Background: an optimization exercise with open tools, aiming at small area and few clock cycles. Do not read the settings as production practice.
The RTL of this run was laid out without a check of its function.
Power is estimated from default activity; no workload was simulated.

==> flow/design.v <==
module tic_decoder (
    input  wire        clk,
    input  wire        rst,
    input  wire        start,       
    input  wire        byte_valid,  
    input  wire [7:0]  byte_in,
    input  wire        finish,      
    input  wire        chg_clr,     
    output reg  [2:0]  res_kind,
    output reg  [4:0]  res_field,
    output reg         res_changed,
    output reg  [31:0] res_value,
    output reg  [31:0] rec_easf01,
    output reg  [31:0] rec_easf02,
    output reg  [31:0] rec_irms1,
    output reg  [31:0] rec_urms1,
    output reg  [31:0] rec_pref,
    output reg  [31:0] rec_sinsts,
    output reg  [31:0] rec_ntarf,
    output reg  [1:0]  rec_ltarf,
    output reg         peak,
    output reg  [17:0] chg,
    output reg  [31:0] unk_cnt
);
    localparam [7:0] SEP = 8'h09;
    localparam [2:0] EV_UNKNOWN = 3'd4;
    localparam [2:0] EV_REJECT  = 3'd5;
    localparam [2:0] EV_ACCEPT  = 3'd6;
    localparam [1:0] LT_NONE    = 2'd0;
    localparam [1:0] LT_PEAK    = 2'd1;
    localparam [1:0] LT_OFFPEAK = 2'd2;
    function [63:0] tag_name;
        input integer f;
        case (f)
            0:  tag_name = "ADSC";
            1:  tag_name = "VTIC";
            2:  tag_name = "DATE";
            3:  tag_name = "NGTF";
            4:  tag_name = "LTARF";
            5:  tag_name = "EASF01";
            6:  tag_name = "EASF02";
            7:  tag_name = "IRMS1";
            8:  tag_name = "URMS1";
            9:  tag_name = "PREF";
            10: tag_name = "SINSTS";
            11: tag_name = "SMAXSN";
            12: tag_name = "SMAXSN-1";
            13: tag_name = "CCASN";
            14: tag_name = "CCASN-1";
            15: tag_name = "PRM";
            default: tag_name = "NTARF";
        endcase
    endfunction
    function [3:0] tag_len;
        input integer f;
        case (f)
            0, 1, 2, 3, 9:      tag_len = 4'd4;
            4, 7, 8, 13, 16:    tag_len = 4'd5;
            5, 6, 10, 11:       tag_len = 4'd6;
            14:                 tag_len = 4'd7;
            12:                 tag_len = 4'd8;
            default:            tag_len = 4'd3;
        endcase
    endfunction
    localparam [95:0] LIT_PEAK    = "HEURE PLEINE";
    localparam [95:0] LIT_OFFPEAK = "HEURE CREUSE";
    function is_digit;
        input [7:0] c;
        is_digit = (c >= 8'h30) && (c <= 8'h39);
    endfunction
    function is_season;
        input [7:0] c;
        is_season = (c == "E") || (c == "H") || (c == "e") || (c == "h");
    endfunction
    reg        cut;           
    reg [1:0]  tok;           
    reg [5:0]  pos;           
    reg [16:0] tag_m;         
    reg [16:0] tag_hit;       
    reg [5:0]  t1_len;
    reg        t1_digits;     
    reg        t1_season;     
    reg        t1_rest;       
    reg [31:0] t1_x;          
    reg        t1_ovf;        
    reg        t1_peak_m;     
    reg        t1_off_m;      
    reg        t2_present;
    reg [5:0]  t2_len;
    reg        t2_season;
    reg        t2_rest;
    wire       is_sep = byte_in == SEP;
    wire       dig   = is_digit(byte_in);
    wire [16:0] tag_m_next;
    wire [16:0] tag_end_hit;
    genvar k;
    generate
        for (k = 0; k < 17; k = k + 1) begin : g_tag
            wire [63:0] nm = tag_name(k);
            wire [3:0]  ln = tag_len(k);
            wire [7:0]  ch = nm[8 * (ln - 1 - pos[3:0]) +: 8];
            assign tag_m_next[k]  = tag_m[k] && (pos < {2'b00, ln}) && (ch == byte_in);
            assign tag_end_hit[k] = tag_m[k] && (pos == {2'b00, ln});
        end
    endgenerate
    wire [7:0] lit_pk_ch  = LIT_PEAK[8 * (11 - pos[3:0]) +: 8];
    wire [7:0] lit_off_ch = LIT_OFFPEAK[8 * (11 - pos[3:0]) +: 8];
    wire [35:0] x_mul = {4'd0, t1_x} * 36'd10 + {32'd0, byte_in[3:0]};
    wire [5:0]  pos_inc = (pos == 6'd63) ? pos : pos + 6'd1;
    always @(posedge clk) begin
        if (start) begin
            cut        <= 1'b0;
            tok        <= 2'd0;
            pos        <= 6'd0;
            tag_m      <= {17{1'b1}};
            tag_hit    <= 17'd0;
            t1_len     <= 6'd0;
            t1_digits  <= 1'b1;
            t1_season  <= 1'b0;
            t1_rest    <= 1'b1;
            t1_x       <= 32'd0;
            t1_ovf     <= 1'b0;
            t1_peak_m  <= 1'b1;
            t1_off_m   <= 1'b1;
            t2_present <= 1'b0;
            t2_len     <= 6'd0;
            t2_season  <= 1'b0;
            t2_rest    <= 1'b1;
        end else if (byte_valid && !cut) begin
            if (byte_in == 8'h00) begin
                cut <= 1'b1;
            end else if (is_sep) begin
                if (tok == 2'd0)
                    tag_hit <= tag_end_hit;
                if (tok == 2'd1)
                    t2_present <= 1'b1;
                if (tok != 2'd3)
                    tok <= tok + 2'd1;
                pos <= 6'd0;
            end else begin
                pos <= pos_inc;
                case (tok)
                    2'd0: tag_m <= tag_m_next;
                    2'd1: begin
                        t1_len <= pos_inc;
                        if (!dig)
                            t1_digits <= 1'b0;
                        if (pos == 6'd0)
                            t1_season <= is_season(byte_in);
                        else if (!dig)
                            t1_rest <= 1'b0;
                        if (x_mul[35:32] != 4'd0)
                            t1_ovf <= 1'b1;
                        t1_x <= x_mul[31:0];
                        if (pos >= 6'd12 || lit_pk_ch != byte_in)
                            t1_peak_m <= 1'b0;
                        if (pos >= 6'd12 || lit_off_ch != byte_in)
                            t1_off_m <= 1'b0;
                    end
                    2'd2: begin
                        t2_len <= pos_inc;
                        if (pos == 6'd0)
                            t2_season <= is_season(byte_in);
                        else if (!dig)
                            t2_rest <= 1'b0;
                    end
                    default: ;
                endcase
            end
        end
    end
    wire [16:0] hit = (tok == 2'd0) ? tag_end_hit : tag_hit;
    reg  [4:0]  f;
    reg         known;
    integer     i;
    always @* begin
        f = 5'd0;
        known = 1'b0;
        for (i = 16; i >= 0; i = i - 1)
            if (hit[i]) begin
                f = i[4:0];
                known = 1'b1;
            end
    end
    wire        parse_ok = (t1_len != 6'd0) && t1_digits && !t1_ovf;
    wire [31:0] x        = t1_x;
    wire        t1_shape = (t1_len == 6'd13) && t1_season && t1_rest;
    wire        t2_shape = t2_present && (t2_len == 6'd13) && t2_season && t2_rest;
    wire        lit_peak = t1_peak_m && (t1_len == 6'd12);
    wire        lit_off  = t1_off_m  && (t1_len == 6'd12);
    wire [31:0] v_diff = (x >= rec_urms1) ? x - rec_urms1 : rec_urms1 - x;
    wire        v_ok   = (x > 32'd150) &&
                         ((rec_urms1 == 32'd0) || ({v_diff, 2'b00} <= {2'b00, rec_urms1}));
    wire [63:0] est    = rec_irms1 * rec_urms1;
    wire [63:0] x64    = {32'd0, x};
    wire [63:0] p_diff = (x64 >= est) ? x64 - est : est - x64;
    wire        p_ok   = {p_diff, 2'b00} <= {2'b00, est};
    reg         ok;
    reg  [31:0] old;
    reg         numeric;
    reg  [31:0] acc_value;
    always @* begin
        ok        = 1'b0;
        old       = 32'd0;
        numeric   = 1'b0;
        acc_value = 32'd0;
        case (f)
            5'd0:  ok = (t1_len == 6'd12) && t1_digits;
            5'd1:  ok = 1'b1;
            5'd2:  ok = t1_shape;
            5'd3:  ok = 1'b1;
            5'd4:  begin ok = lit_peak || lit_off;
                         acc_value = {30'd0, lit_peak ? LT_PEAK : LT_OFFPEAK}; end
            5'd5:  begin ok = parse_ok && x >= rec_easf01; old = rec_easf01; numeric = 1'b1; end
            5'd6:  begin ok = parse_ok && x >= rec_easf02; old = rec_easf02; numeric = 1'b1; end
            5'd7:  begin ok = parse_ok && x != 32'd0;      old = rec_irms1;  numeric = 1'b1; end
            5'd8:  begin ok = parse_ok && v_ok;            old = rec_urms1;  numeric = 1'b1; end
            5'd9:  begin ok = parse_ok && x != 32'd0 && x != 32'd99;
                         old = rec_pref; numeric = 1'b1; end
            5'd10: begin ok = parse_ok && p_ok;            old = rec_sinsts; numeric = 1'b1; end
            5'd11, 5'd12, 5'd13, 5'd14:
                   begin ok = parse_ok && t2_shape; acc_value = x; end
            5'd15: ok = (t1_len == 6'd14) && t1_digits;
            default: begin ok = parse_ok && x != 32'd0; old = rec_ntarf; numeric = 1'b1; end
        endcase
        if (numeric)
            acc_value = x;
    end
    wire [1:0] lt_new     = lit_peak ? LT_PEAK : LT_OFFPEAK;
    wire       changed    = numeric ? (x != old) :
                            (f == 5'd4) ? (lt_new != rec_ltarf) : 1'b0;
    wire       peak_new   = lit_peak;
    wire       peak_flip  = (f == 5'd4) && changed && (peak_new != peak);
    always @* begin
        res_field   = 5'd0;
        res_changed = 1'b0;
        res_value   = 32'd0;
        if (!known) begin
            res_kind = EV_UNKNOWN;
        end else if (!ok) begin
            res_kind  = EV_REJECT;
            res_field = f;
        end else begin
            res_kind    = EV_ACCEPT;
            res_field   = f;
            res_changed = changed;
            res_value   = acc_value;
        end
    end
    reg [17:0] set_bits;
    always @* begin
        set_bits = 18'd0;
        if (finish && known && ok && changed) begin
            set_bits[f] = 1'b1;
            if (peak_flip)
                set_bits[17] = 1'b1;
        end
    end
    always @(posedge clk) begin
        if (rst) begin
            rec_easf01 <= 32'd0;
            rec_easf02 <= 32'd0;
            rec_irms1  <= 32'd0;
            rec_urms1  <= 32'd0;
            rec_pref   <= 32'd0;
            rec_sinsts <= 32'd0;
            rec_ntarf  <= 32'd0;
            rec_ltarf  <= LT_NONE;
            peak       <= 1'b0;
            chg        <= 18'd0;
            unk_cnt    <= 32'd0;
        end else begin
            chg <= (chg_clr ? 18'd0 : chg) | set_bits;
            if (finish) begin
                if (!known)
                    unk_cnt <= unk_cnt + 32'd1;
                else if (ok && changed) begin
                    case (f)
                        5'd4:  rec_ltarf  <= lt_new;
                        5'd5:  rec_easf01 <= x;
                        5'd6:  rec_easf02 <= x;
                        5'd7:  rec_irms1  <= x;
                        5'd8:  rec_urms1  <= x;
                        5'd9:  rec_pref   <= x;
                        5'd10: rec_sinsts <= x;
                        5'd16: rec_ntarf  <= x;
                        default: ;
                    endcase
                    if (peak_flip)
                        peak <= peak_new;
                end
            end
        end
    end
endmodule
module tic_rx (
    input  wire        clk,
    input  wire        rst,
    input  wire        in_valid,
    input  wire [7:0]  in_data,
    output wire        in_ready,
    input  wire        chg_clr,
    output reg         ev_valid,
    output reg  [2:0]  ev_kind,
    output reg  [4:0]  ev_field,
    output reg         ev_changed,
    output reg  [31:0] ev_value,
    output wire [31:0] rec_easf01,
    output wire [31:0] rec_easf02,
    output wire [31:0] rec_irms1,
    output wire [31:0] rec_urms1,
    output wire [31:0] rec_pref,
    output wire [31:0] rec_sinsts,
    output wire [31:0] rec_ntarf,
    output wire [1:0]  rec_ltarf,
    output wire        peak,
    output wire [17:0] chg,
    output wire [31:0] unk_cnt
);
    localparam [7:0] SOF = 8'h02;
    localparam [7:0] SOG = 8'h0A;
    localparam [7:0] EOG = 8'h0D;
    localparam integer BUF_CAP       = 64;
    localparam integer MIN_GROUP_LEN = 8;
    localparam [2:0] EV_OVERFLOW = 3'd1;
    localparam [2:0] EV_SHORT    = 3'd2;
    localparam [2:0] EV_CKFAIL   = 3'd3;
    localparam [1:0] ST_IDLE = 2'd0;    
    localparam [1:0] ST_RECV = 2'd1;    
    localparam [1:0] ST_DEC  = 2'd2;    
    reg  [1:0] state;
    reg        sof_seen;
    reg  [5:0] cursor;                  
    reg  [7:0] sum;                     
    reg  [7:0] last;                    
    reg  [7:0] gbuf [0:BUF_CAP-1];
    reg  [5:0] rd_idx;
    reg  [5:0] str_len;                 
    assign in_ready = (state != ST_DEC);
    wire   take     = in_valid && in_ready;
    wire [7:0] expect_ck = {2'b00, sum[5:0]} + 8'h20;
    wire        dec_start  = take && state == ST_RECV && in_data == EOG &&
                             cursor >= MIN_GROUP_LEN && last == expect_ck;
    wire        dec_byte_v = (state == ST_DEC) && (rd_idx != str_len);
    wire        dec_finish = (state == ST_DEC) && (rd_idx == str_len);
    wire [7:0]  dec_byte   = gbuf[rd_idx];
    wire [2:0]  res_kind;
    wire [4:0]  res_field;
    wire        res_changed;
    wire [31:0] res_value;
    tic_decoder u_dec (
        .clk        (clk),
        .rst        (rst),
        .start      (dec_start),
        .byte_valid (dec_byte_v),
        .byte_in    (dec_byte),
        .finish     (dec_finish),
        .chg_clr    (chg_clr),
        .res_kind   (res_kind),
        .res_field  (res_field),
        .res_changed(res_changed),
        .res_value  (res_value),
        .rec_easf01 (rec_easf01),
        .rec_easf02 (rec_easf02),
        .rec_irms1  (rec_irms1),
        .rec_urms1  (rec_urms1),
        .rec_pref   (rec_pref),
        .rec_sinsts (rec_sinsts),
        .rec_ntarf  (rec_ntarf),
        .rec_ltarf  (rec_ltarf),
        .peak       (peak),
        .chg        (chg),
        .unk_cnt    (unk_cnt)
    );
    always @(posedge clk) begin
        if (take && state == ST_RECV && in_data != EOG)
            gbuf[cursor] <= in_data;
    end
    always @(posedge clk) begin
        if (rst) begin
            state      <= ST_IDLE;
            sof_seen   <= 1'b0;
            cursor     <= 6'd0;
            sum        <= 8'd0;
            last       <= 8'd0;
            rd_idx     <= 6'd0;
            str_len    <= 6'd0;
            ev_valid   <= 1'b0;
            ev_kind    <= 3'd0;
            ev_field   <= 5'd0;
            ev_changed <= 1'b0;
            ev_value   <= 32'd0;
        end else begin
            ev_valid   <= 1'b0;
            ev_field   <= 5'd0;
            ev_changed <= 1'b0;
            case (state)
                ST_IDLE: if (take) begin
                    if (in_data == SOF)
                        sof_seen <= 1'b1;
                    else if (in_data == SOG && sof_seen) begin
                        state  <= ST_RECV;
                        cursor <= 6'd0;
                        sum    <= 8'd0;
                        last   <= 8'd0;
                    end
                end
                ST_RECV: if (take) begin
                    if (in_data == EOG) begin
                        cursor <= 6'd0;
                        state  <= ST_IDLE;
                        if (cursor < MIN_GROUP_LEN) begin
                            ev_valid <= 1'b1;
                            ev_kind  <= EV_SHORT;
                            ev_value <= {26'd0, cursor};
                        end else if (last != expect_ck) begin
                            ev_valid <= 1'b1;
                            ev_kind  <= EV_CKFAIL;
                            ev_value <= {10'd0, cursor, expect_ck, last};
                        end else begin
                            state   <= ST_DEC;
                            rd_idx  <= 6'd0;
                            str_len <= cursor - 6'd2;
                        end
                    end else begin
                        if (cursor != 6'd0)
                            sum <= sum + last;
                        last <= in_data;
                        if (cursor == BUF_CAP - 2) begin
                            cursor   <= 6'd0;
                            state    <= ST_IDLE;
                            ev_valid <= 1'b1;
                            ev_kind  <= EV_OVERFLOW;
                            ev_value <= 32'd0;
                        end else begin
                            cursor <= cursor + 6'd1;
                        end
                    end
                end
                ST_DEC: begin
                    if (dec_finish) begin
                        state      <= ST_IDLE;
                        ev_valid   <= 1'b1;
                        ev_kind    <= res_kind;
                        ev_field   <= res_field;
                        ev_changed <= res_changed;
                        ev_value   <= res_value;
                    end else begin
                        rd_idx <= rd_idx + 6'd1;
                    end
                end
                default: state <= ST_IDLE;
            endcase
        end
    end
endmodule
==> flow/run.sh <==
#!/bin/bash
# synth_recipe.tcl (not shown) runs the flow's synth.tcl, then flattens the netlist and writes it again
# the make line also repeats each setting of config.mk as NAME=value (left out here)
make -C /OpenROAD-flow-scripts/flow DESIGN_CONFIG=/design/flow/config.mk WORK_HOME=/design/flow/orfs CLKGATE_MAP_FILE= SYNTH_SCRIPT=/design/flow/synth_recipe.tcl finish
==> flow/config.mk <==
export PLATFORM = sky130hd
export DESIGN_NAME = tic_rx
export DESIGN_NICKNAME = tic_rx
export VERILOG_FILES = /design/flow/design.v
export SDC_FILE = /design/flow/constraint.sdc
export NUM_CORES = 4
export LEC_CHECK = 0
export CAP_MARGIN = 20
export CORE_MARGIN = 2
export CORE_UTILIZATION = 40
export SLEW_MARGIN = 20
==> flow/constraint.sdc <==
create_clock -name core_clock -period 20.0 [get_ports {clk}]
set_input_delay 4.0000 -clock core_clock [delete_from_list [all_inputs] [get_ports {clk}]]
set_output_delay 4.0000 -clock core_clock [all_outputs]
set_load 0.01 [all_outputs]
==> flow_summary.ini <==
[run_status]
status = finished clean

[synthesis]
syn_nets = 11000
synth-edff-count = 512
ys_async_sr_fraction_pct = 0
yosys_register_bits = 968
synth_top_area_cell = fa_1
synth.area.top_cells = fa_1 20%, edfxtp_1 17%, dfxtp_1 10%
yosysWarnings = 2
postSynthCellCount = 9477
synth_cell_types = 101
synth.avg_cell_area_um2 = 9.52
syn_area_um2 = 90300
ys_seq_area_share_pct = 27.1
synth_flop_cell = edfxtp_1
synth_top_cell_area_share_pct = 20.0

[pwr]
power_leakage_nw = 41.4
power_per_cell_area_nw_per_um2 = 40.4
ir_drop_mv = 0.0764

[critical_path]
arrival_ps = 16810
crit_family = adder cells
crit_path_top_delay_cell = and2_4
critPathCaptureType = register
r2r_start = u_dec.rec_irms1[19]$_SDFFE_PP0P_
cpMostUsedCell = fa_1
worst-path-buf-inv = 7
crit_path_max_incr_delay_ps = 800
crit_start = u_dec.rec_irms1[19]$_SDFFE_PP0P_
path_class = register to register
worstPathRequired_ps = 20640
crit_path_start_kind = register
crit_path_max_fanout = 33

[floorplan]
die_w_um = 479
initial_core_util_pct = 40.2
die_h_um = 479
dieArea_um2 = 229000
rows = 174
ios = 332
coreArea_um2 = 225000

[flow_run]
cap_viol_max_count = 0

[global_route]
grt_pass1_wl_um = 497000
antenna_found_initial = 21
grt-ovfl-total = 0
grt_pass1_vias = 74500
grt_max_degree = 83
track_usage_pct = 28.9

[placed_design]
gp_congestion = 1.03
dp.cells = 12400
io_buffers = 331
hpwl_um = 255000
dp_slack_ps = 4220

[final_layout]
layout-drive-gt1-share_pct = 6.35
stdcell_count = 12600
final_nets = 11100
area_delta_synth_final_pct = 10.6
fill_cells = 21500

[detailed_routing]
post-route-drc-count = 0
num_vias = 73200
first_iter_violations = 7226
drt-vias-per-instance = 5.81
first_pass_iters = 8
wl_met3_um = 26300
wirelength_um = 335000
routed.top_layer = met5
met1_length_um = 141000
detail_route.wl_per_cell_um = 26.6
wl_met2_um = 150000
postRouteAntennaNets = 0

[hold_path]
min_from = u_dec.chg[9]$_SDFF_PP0_
worst_hold_path_type = register to register

[clocking]
cts.htree.levels = 3
cts-buffers-inserted = 96
clk_pin_slew_ps = 60
ctsHoldBuffers = 0
cts_sinks = 968
insertion_delay_ps = 750
postCtsResizedCells = 0
cts_setup_buffers = 0
root_buffer = clkbuf_16
cts_tree = yes
clock_path_buffers = 3

[sta]
clock.fmax_mhz = 61.9
fin_hold_ws_ps = 456
rsz0062_at_grt = no
setup_viol = 0
min_period_over_period_pct = 80.8
period_minus_slack_ps = 16170
slew_headroom_pct = 19.5
hold_violations = 0
slew_violations = 0
tightest_slew_ps = 1190
fin_skew_ps = 65.3
tns_ps = 0
finalWorstSetupSlack_ps = 3830
[cell families (layout without fill, tap and decap cells)]
logic type | Yosys count | in the layout | share of synthesized area [%]
DFF | 968 | 968 | 27.1
AOI/OAI and AO/OA | 1540 | 1540 | 10.9
adders and majority gates | 1547 | 1547 | 28.9
xor gates and xnor gates | 329 | 329 | 3.22
buffers and inverters | 1756 | 1878 | 7.40
and+or+nand+nor | 2968 | 2968 | 16.0
muxes | 369 | 369 | 6.44
other | 0 | 6 | 0
[tightest hold or removal path, stage by stage (launching register included)]
cell and delay (ps):
dfxtp_1 320, nand2_1 40, o21ai_0 60
[path summary, 6_finish.rpt]
path,endpoint,slack (ps),cells past startpoint
max,u_dec.rec_urms1[30]$_SDFFE_PP0P_,3830,48
min,u_dec.chg[9]$_SDFF_PP0_,460,2
max reg2reg,u_dec.rec_urms1[30]$_SDFFE_PP0P_,3830,48
min reg2reg,u_dec.chg[9]$_SDFF_PP0_,460,2
[cell usage in the layout, fill, tap and decap left out, drive strengths merged, types with 322 or more instances in the layout]
| cell | count |
|---|---|
| a21oi | 482 |
| and2 | 633 |
| fa | 903 |
| nor2 | 582 |
| o21ai | 351 |
| clkdlybuf4s50 | 322 |
| inv | 1195 |
| nand2 | 979 |
| edfxtp | 512 |
| ha | 641 |
| dfxtp | 456 |
[registers in the layout, summed over array words and instances, names as in the netlist, 18 cells and up, named ones only]
name,count
u_dec.rec_urms1,32
ev_value,32
u_dec.chg,18
u_dec.rec_sinsts,32
u_dec.unk_cnt,32
u_dec.rec_ntarf,32
u_dec.rec_easf02,32
u_dec.rec_easf01,32
u_dec.rec_pref,32
u_dec.t1_x,32
u_dec.rec_irms1,32
gbuf,512
[final cells by class]
class | instances | area [um^2] | area share [%]
Timing Repair Buffer | 508 | 4600 | 4.61
Antenna cell | 6 | 15.0 | 0.0150
Inverter | 1190 | 4470 | 4.48
Clock buffer | 137 | 2740 | 2.75
Sequential cell | 968 | 24600 | 24.6
Tap cell | 2992 | 3740 | 3.75
Multi-Input combinational cell | 6753 | 59200 | 59.3
Clock inverter | 43 | 528 | 0.529
[cell usage after synthesis, drive strengths merged, types with 22 or more instances]
cell type / count
a211oi: 86
a21o: 143
a21oi: 482
a221oi: 39
a222oi: 34
a22oi: 60
a31oi: 40
and2: 633
and3: 65
buf: 65
clkbuf: 501
dfxtp: 456
edfxtp: 512
fa: 903
ha: 641
inv: 1187
mux2i: 193
mux4: 169
nand2: 979
nand2b: 44
nand3: 217
nand4: 101
nor2: 582
nor2b: 44
nor3: 127
nor4: 61
o211ai: 59
o21a: 22
o21ai: 351
o21bai: 48
or3: 27
xnor2: 203
xor2: 124
[power breakdown]
group          internal, mW  total, mW  switching, mW
Combinational       0.00443     0.0472         0.0427
Sequential             2.09       2.09      0.0000289
Clock                  1.05       1.90          0.848
[stage by stage]
| step | total power [mW] | instance area (um^2) | utilization (%) |
|---|---|---|---|
| 4_1_cts | 4.06 | 99800 | 44.4 |
| 6_report | 4.03 | 99800 | 44.4 |
| 3_5_place_dp | 2.18 | 96500 | 43.0 |
| 2_1_floorplan | 2.15 | 90300 | - |
| 3_3_place_gp | 2.18 | 96500 | 43.0 |
| 5_1_grt | 4.13 | 99800 | 44.4 |
[layer usage]
layer | vias up | track usage, %
met2 | 3248 | 45.4
met3 | 651 | 4.72
met4 | 10 | 13.5
li1 | 32000 | -
met5 | - | 0
met1 | 37300 | 39.0

[port drivers added, routing unchanged]
The flow's constraints put no driver on any port. The routed layout listed below was extracted and timed again, unchanged, in two steps.
Step 1, drivers: a clkbuf_16 drives clk and a buf_2 each remaining input, both assumed.
Step 2 times the ports against the registers' clock, not the clock port: input delays grow and output delays shrink by t, the midpoint of the rising clock arrivals with the driver on.
a / b / c = ideal / step 1 / step 2; a / b = the first two.
shift t [ns]: 0.795
setup WS [ns]: 3.834 / 3.834 / 3.834
hold WS [ns]: 0.456 / 0.456 / 0.456
worst setup path at the end: register to register
worst data-port slew with drivers (ns): 0.06
After both steps setup and hold are still met in this run. The setup slack of this run moves by 0.000 ns with the drivers and by 0.000 ns with both steps.
